From an optimization exercise on the open Yosys and OpenROAD flow, aimed at small area; shortcuts taken in it are not production practice.
Function was checked by simulation only, so behaviour that the tests miss may differ from the original.
The clock port is modelled as an ideal driver; clocking choices that lean on that would not hold on a real chip.
Power is estimated from default activity; no workload was simulated.

before:
==> flow/design.v <==
module irsony_decoder (
    input  wire        clk,
    input  wire        rst,             
    input  wire        edge_valid,
    input  wire        edge_level,      
    input  wire [31:0] edge_ts,         
    input  wire        op_valid,
    input  wire [35:0] op_word,
    input  wire        line_ok,         
    output reg         resp_valid,
    output wire [49:0] resp,
    output reg         edge_done,
    output reg  [2:0]  edge_outcome
);
    localparam [4:0] GAP = 5'd25;
    reg [4:0]  idx;           
    reg        tiny;
    reg [31:0] half_time;     
    reg [31:0] msg_time;      
    reg        msg_zero;      
    reg [4:0]  err_idx;       
    reg        enabled;
    reg [14:0] rx_begin;      
    reg [9:0]  rx_gap_n;      
    reg        rx_gap_ok;
    reg [11:0] rx_bits_n;     
    reg        cur_ok;        
    reg [9:0]  cur_gap_n;     
    reg [14:0] cur_len_n;     
    reg [11:0] cur_bits_n;    
    reg        r_ill, r_del_n, r_err, r_line;
    wire in_gap = idx[4] & idx[3] & idx[0];
    wire odd    = idx[0];             
    wire at0    = (idx == 5'd0);
    wire at24   = idx[4] & idx[3] & ~idx[0];
    wire ev     = edge_valid & enabled;
    wire sel_msg  = in_gap & ~msg_zero;
    wire sel_half = ~in_gap;
    wire [31:0] base = ({32{sel_msg}} & msg_time) | ({32{sel_half}} & half_time);
    wire [31:0] ets_n = ~edge_ts;
    wire [16:0] nd;
    wire [17:0] bc;
    assign bc[0] = 1'b0;
    genvar gi;
    generate for (gi = 0; gi < 17; gi = gi + 1) begin : g_sub
        assign nd[gi]     = base[gi] ^ ets_n[gi] ^ bc[gi];
        assign bc[gi + 1] = (base[gi] & ets_n[gi]) | (bc[gi] & (base[gi] | ets_n[gi]));
    end endgenerate
    wire [16:0] d = ~nd;
    wire [14:0] hx = base[31:17] ^ edge_ts[31:17];
    wire [14:0] ha = base[31:17] & ets_n[31:17];
    wire hz17 = (hx[0] == bc[17]) & (hx[14:1] == ha[13:0]);
    wire hz12 = hz17 & (d[16:12] == 5'd0);
    wire [11:0] dl = d[11:0];
    wire lt300  = hz12 & (dl < 12'd300);
    wire gt900  = ~(hz12 & (dl <= 12'd900));
    wire ge900  = ~(hz12 & (dl < 12'd900));
    wire gt1500 = ~(hz12 & (dl <= 12'd1500));
    wire lt1800 = hz12 & (dl < 12'd1800);
    wire gt3000 = ~(hz12 & (dl <= 12'd3000));
    wire gap_ok = hz17 & (d[16:7] < 10'd587);
    wire level_ok = (edge_level == ~odd);
    reg [2:0] oc;
    always @* begin
        oc = 3'd0;
        if (ev) begin
            if (in_gap) begin
                oc = edge_level ? 3'd0 : 3'd1;
            end else if (!level_ok) begin
                oc = (lt300 & ~tiny) ? 3'd2 : 3'd3;
            end else if (at0) begin
                oc = lt1800 ? 3'd2 : gt3000 ? 3'd3 : 3'd1;
            end else if (odd) begin
                oc = lt300 ? 3'd2 : gt900 ? 3'd3 : 3'd1;
            end else begin
                oc = lt300 ? 3'd2 : gt1500 ? 3'd3 : at24 ? 3'd4 : 3'd1;
            end
        end
    end
    wire o_soft   = (oc == 3'd2);
    wire o_hard   = (oc == 3'd3);
    wire o_commit = (oc == 3'd4);
    wire o_adv    = (oc == 3'd1) | o_commit;
    wire o_begin  = o_adv & in_gap;
    wire o_bit    = o_adv & ~in_gap & ~odd & ~at0;
    wire [11:0] new_bits_n = {~ge900, rx_bits_n[11:1]};
    wire [14:0] len_n;
    wire [15:0] lc;
    assign lc[0] = 1'b0;
    generate for (gi = 0; gi < 15; gi = gi + 1) begin : g_len
        assign len_n[gi]  = rx_begin[gi] ^ ets_n[gi] ^ lc[gi];
        assign lc[gi + 1] = (rx_begin[gi] & ets_n[gi]) | (lc[gi] & (rx_begin[gi] | ets_n[gi]));
    end endgenerate
    wire cur_ok_e = o_commit ? (rx_gap_ok & (new_bits_n == cur_bits_n)) : cur_ok;
    wire [2:0] op = op_word[35:33];
    wire l_zero = (op_word[32:8] == 25'd0);
    wire n_zero = l_zero & (op_word[7:0] == 8'd0);
    wire is_trypop = op_valid && op == 3'd1 && n_zero;
    wire is_init   = op_valid && op == 3'd2 && n_zero;
    wire is_start  = op_valid && op == 3'd3 && l_zero;
    wire is_stop   = op_valid && op == 3'd4 && l_zero;
    wire is_erridx = op_valid && op == 3'd5 && n_zero;
    wire is_legal  = is_trypop | is_init | is_start | is_stop | is_erridx;
    wire clr = rst | is_init;
    always @(posedge clk) begin
        if (clr) begin
            idx  <= GAP;
            tiny <= 1'b0;
        end else if (o_adv) begin
            idx  <= o_begin ? 5'd0 : idx + 5'd1;
            tiny <= 1'b0;
        end else if (o_hard) begin
            idx  <= GAP;
            if (level_ok) tiny <= 1'b0;
        end else if (o_soft) begin
            tiny <= 1'b1;
        end
        if (clr)
            err_idx <= 5'd0;
        else if (o_hard)
            err_idx <= idx;
        if (o_adv)
            half_time <= edge_ts;
        if (o_commit)
            msg_time <= edge_ts;
        if (clr)
            msg_zero <= 1'b1;
        else if (o_commit)
            msg_zero <= 1'b0;
        if (o_begin) begin
            rx_begin  <= edge_ts[14:0];
            rx_gap_n  <= nd[16:7];
            rx_gap_ok <= gap_ok;
        end
        if (o_bit)
            rx_bits_n <= new_bits_n;
        if (clr) begin
            cur_ok   <= 1'b0;
            cur_bits_n <= 12'hFFF;
        end else begin
            cur_ok <= cur_ok_e & ~is_trypop;
            if (o_commit)
                cur_bits_n <= new_bits_n;
        end
        if (o_commit) begin
            cur_gap_n <= rx_gap_n;
            cur_len_n <= len_n;
        end
        if (rst)
            enabled <= 1'b0;
        else if ((is_start | is_stop) & line_ok)
            enabled <= is_start;
        resp_valid   <= op_valid & ~rst;
        r_ill        <= ~is_legal;
        r_del_n      <= ~(is_trypop & cur_ok_e);
        r_err        <= is_erridx;
        r_line       <= (is_start | is_stop) & line_ok;
        edge_done    <= edge_valid & ~rst;
        edge_outcome <= oc;
    end
    wire r_del = ~r_del_n;
    wire [4:0] low5 = ~({5{r_del_n}} | cur_bits_n[11:7]) | ({5{r_err}} & err_idx);
    assign resp = {r_ill, r_del,
                   6'd0, ~({10{r_del_n}} | cur_gap_n),
                   1'b0, ~({15{r_del_n}} | cur_len_n),
                   1'b0, ~({7{r_del_n}} | cur_bits_n[6:0]),
                   3'd0, low5[4:1], low5[0] | r_line};
endmodule
clock: 15.0 ns
lec_check: 0
cap_margin: 20
core_margin: 2
core_utilization: 70
slew_margin: 20
standard.sh (not shown) runs the stock make flow with config.mk's settings and CLKGATE_MAP_FILE= SYNTH_SCRIPT=/design/flow/synth_recipe.tcl, a recipe that flattens the netlist after the stock synthesis.
==> flow/flow/run.sh <==
#!/bin/bash
# The standard layout with two changes:
#  - synthesis maps the logic with an area-oriented ABC script (flow/abc_area.script)
#    and leaves full adders to ABC (ADDER_MAP_FILE empty in flow/extra.mk);
#    everything else in synthesis is the standard script (registers unchanged)
#  - the settings in flow/extra.mk are added to the standard flow's config.mk (port buffers of
#    the smallest buffer cell; clock tree options)
#  - after clock tree synthesis, flow/cts_post.tcl upsizes the clock buffers that drive
#    more than 11 pins
set -euo pipefail
W=$(pwd)
# synthesis script: ORFS synth.tcl with the ABC script replaced
python3 - "$FLOW_HOME/scripts/synth.tcl" "$W/synth_area.tcl" "$W/flow/abc_area.script" <<'PY'
import sys
src, dst, abc = sys.argv[1:4]
t = open(src).read()
anchor = "source $::env(SCRIPTS_DIR)/synth_preamble.tcl"
assert anchor in t
t = t.replace(anchor, anchor + "\nset abc_args [lreplace $abc_args 1 1 " + abc + "]\n", 1)
open(dst, "w").write(t)
PY
sed "s#source \$::env(SCRIPTS_DIR)/synth.tcl#source $W/synth_area.tcl#" synth_recipe.tcl > synth_top.tcl
grep -q "synth_area.tcl" synth_top.tcl
cp config.mk config_own.mk
cat flow/extra.mk >> config_own.mk
echo "export POST_CTS_TCL = $W/flow/cts_post.tcl" >> config_own.mk
sed -e "s#SYNTH_SCRIPT=[^ ]*#SYNTH_SCRIPT=$W/synth_top.tcl#" -e "s#DESIGN_CONFIG=[^ ]*#DESIGN_CONFIG=$W/config_own.mk#" standard.sh > standard_own.sh
grep -q "synth_top.tcl" standard_own.sh
bash standard_own.sh > standard_own.log 2>&1
Other scripts of this flow, unchanged in this note and not shown: flow/flow/abc_area.script, flow/flow/cts_post.tcl, flow/flow/extra.mk
Setup changes, before to after
diff --git a/flow/design.v b/flow/design.v
--- a/flow/design.v
+++ b/flow/design.v
@@ -23,11 +23,11 @@
     reg [14:0] rx_begin;      
     reg [9:0]  rx_gap_n;      
     reg        rx_gap_ok;
-    reg [11:0] rx_bits_n;     
+    reg [11:0] rx_bits;       
     reg        cur_ok;        
     reg [9:0]  cur_gap_n;     
     reg [14:0] cur_len_n;     
-    reg [11:0] cur_bits_n;    
+    reg [11:0] cur_bits;      
     reg        r_ill, r_del_n, r_err, r_line;
     wire in_gap = idx[4] & idx[3] & idx[0];
     wire odd    = idx[0];             
@@ -83,7 +83,7 @@
     wire o_adv    = (oc == 3'd1) | o_commit;
     wire o_begin  = o_adv & in_gap;
     wire o_bit    = o_adv & ~in_gap & ~odd & ~at0;
-    wire [11:0] new_bits_n = {~ge900, rx_bits_n[11:1]};
+    wire [11:0] new_bits = {ge900, rx_bits[11:1]};
     wire [14:0] len_n;
     wire [15:0] lc;
     assign lc[0] = 1'b0;
@@ -91,7 +91,7 @@
         assign len_n[gi]  = rx_begin[gi] ^ ets_n[gi] ^ lc[gi];
         assign lc[gi + 1] = (rx_begin[gi] & ets_n[gi]) | (lc[gi] & (rx_begin[gi] | ets_n[gi]));
     end endgenerate
-    wire cur_ok_e = o_commit ? (rx_gap_ok & (new_bits_n == cur_bits_n)) : cur_ok;
+    wire cur_ok_e = o_commit ? (rx_gap_ok & (new_bits == cur_bits)) : cur_ok;
     wire [2:0] op = op_word[35:33];
     wire l_zero = (op_word[32:8] == 25'd0);
     wire n_zero = l_zero & (op_word[7:0] == 8'd0);
@@ -133,14 +133,14 @@
             rx_gap_ok <= gap_ok;
         end
         if (o_bit)
-            rx_bits_n <= new_bits_n;
+            rx_bits <= new_bits;
         if (clr) begin
             cur_ok   <= 1'b0;
-            cur_bits_n <= 12'hFFF;
+            cur_bits <= 12'd0;
         end else begin
             cur_ok <= cur_ok_e & ~is_trypop;
             if (o_commit)
-                cur_bits_n <= new_bits_n;
+                cur_bits <= new_bits;
         end
         if (o_commit) begin
             cur_gap_n <= rx_gap_n;
@@ -159,10 +159,10 @@
         edge_outcome <= oc;
     end
     wire r_del = ~r_del_n;
-    wire [4:0] low5 = ~({5{r_del_n}} | cur_bits_n[11:7]) | ({5{r_err}} & err_idx);
+    wire [4:0] low5 = ({5{r_del}} & cur_bits[11:7]) | ({5{r_err}} & err_idx);
     assign resp = {r_ill, r_del,
                    6'd0, ~({10{r_del_n}} | cur_gap_n),
                    1'b0, ~({15{r_del_n}} | cur_len_n),
-                   1'b0, ~({7{r_del_n}} | cur_bits_n[6:0]),
+                   1'b0, {7{r_del}} & cur_bits[6:0],
                    3'd0, low5[4:1], low5[0] | r_line};
 endmodule
### Flow results
after ended with every stage complete and zero timing, DRC or antenna violations.
after vs. before: number of distinct standard cells referenced by the synthesized netlist went up by 5, area after synthesis went up by 24 sq um, largest net degree at the start of global routing went down by 17, combined global-route utilization of all metal layers went up by 0.93 points, total of max-cap violations was more or less identical.
Delta (after minus before): hold slack rose 0.0048 ns, relative contribution of sequential cells to total power held steady.
Relative to before, xor and xnor fraction of the mapped netlist area has decreased by 1.1 points in after.

## what the ideal ports hide
In the flow no input, the clock included, has a driving cell. The finished layouts below were timed again as built, in two steps. Step 1 (the two cells are an assumption about what drives the block):
set clk [get_ports {clk}]
set_driving_cell -lib_cell sky130_fd_sc_hd__clkbuf_16 $clk
set_driving_cell -lib_cell sky130_fd_sc_hd__buf_2 [delete_from_list [all_inputs] $clk]
Step 2 adds t to the input delays and takes it off the output delays; t is the mean of the earliest and latest rising clock arrival at the registers after step 1. Input paths then give back, and output paths get back, about the clock's delay inside the block. Slacks: ideal ports / drivers / drivers and shift; pairs: ideal ports / drivers.
run	t, ns	setup WS [ns]	hold slack, ns	clock arrival spread, ns	worst register clock-pin slew, ns
before	0.398	2.986 / 3.003 / 2.605	0.404 / 0.404 / 0.404	0.035 / 0.035	0.11 / 0.11
after	0.396	3.646 / 3.657 / 3.260	0.409 / 0.409 / 0.409	0.029 / 0.029	0.10 / 0.10
After both steps setup and hold are still met in every run listed. The setup slack of after, which loses most, moves by +0.011 ns with the drivers and by -0.386 ns with both steps.
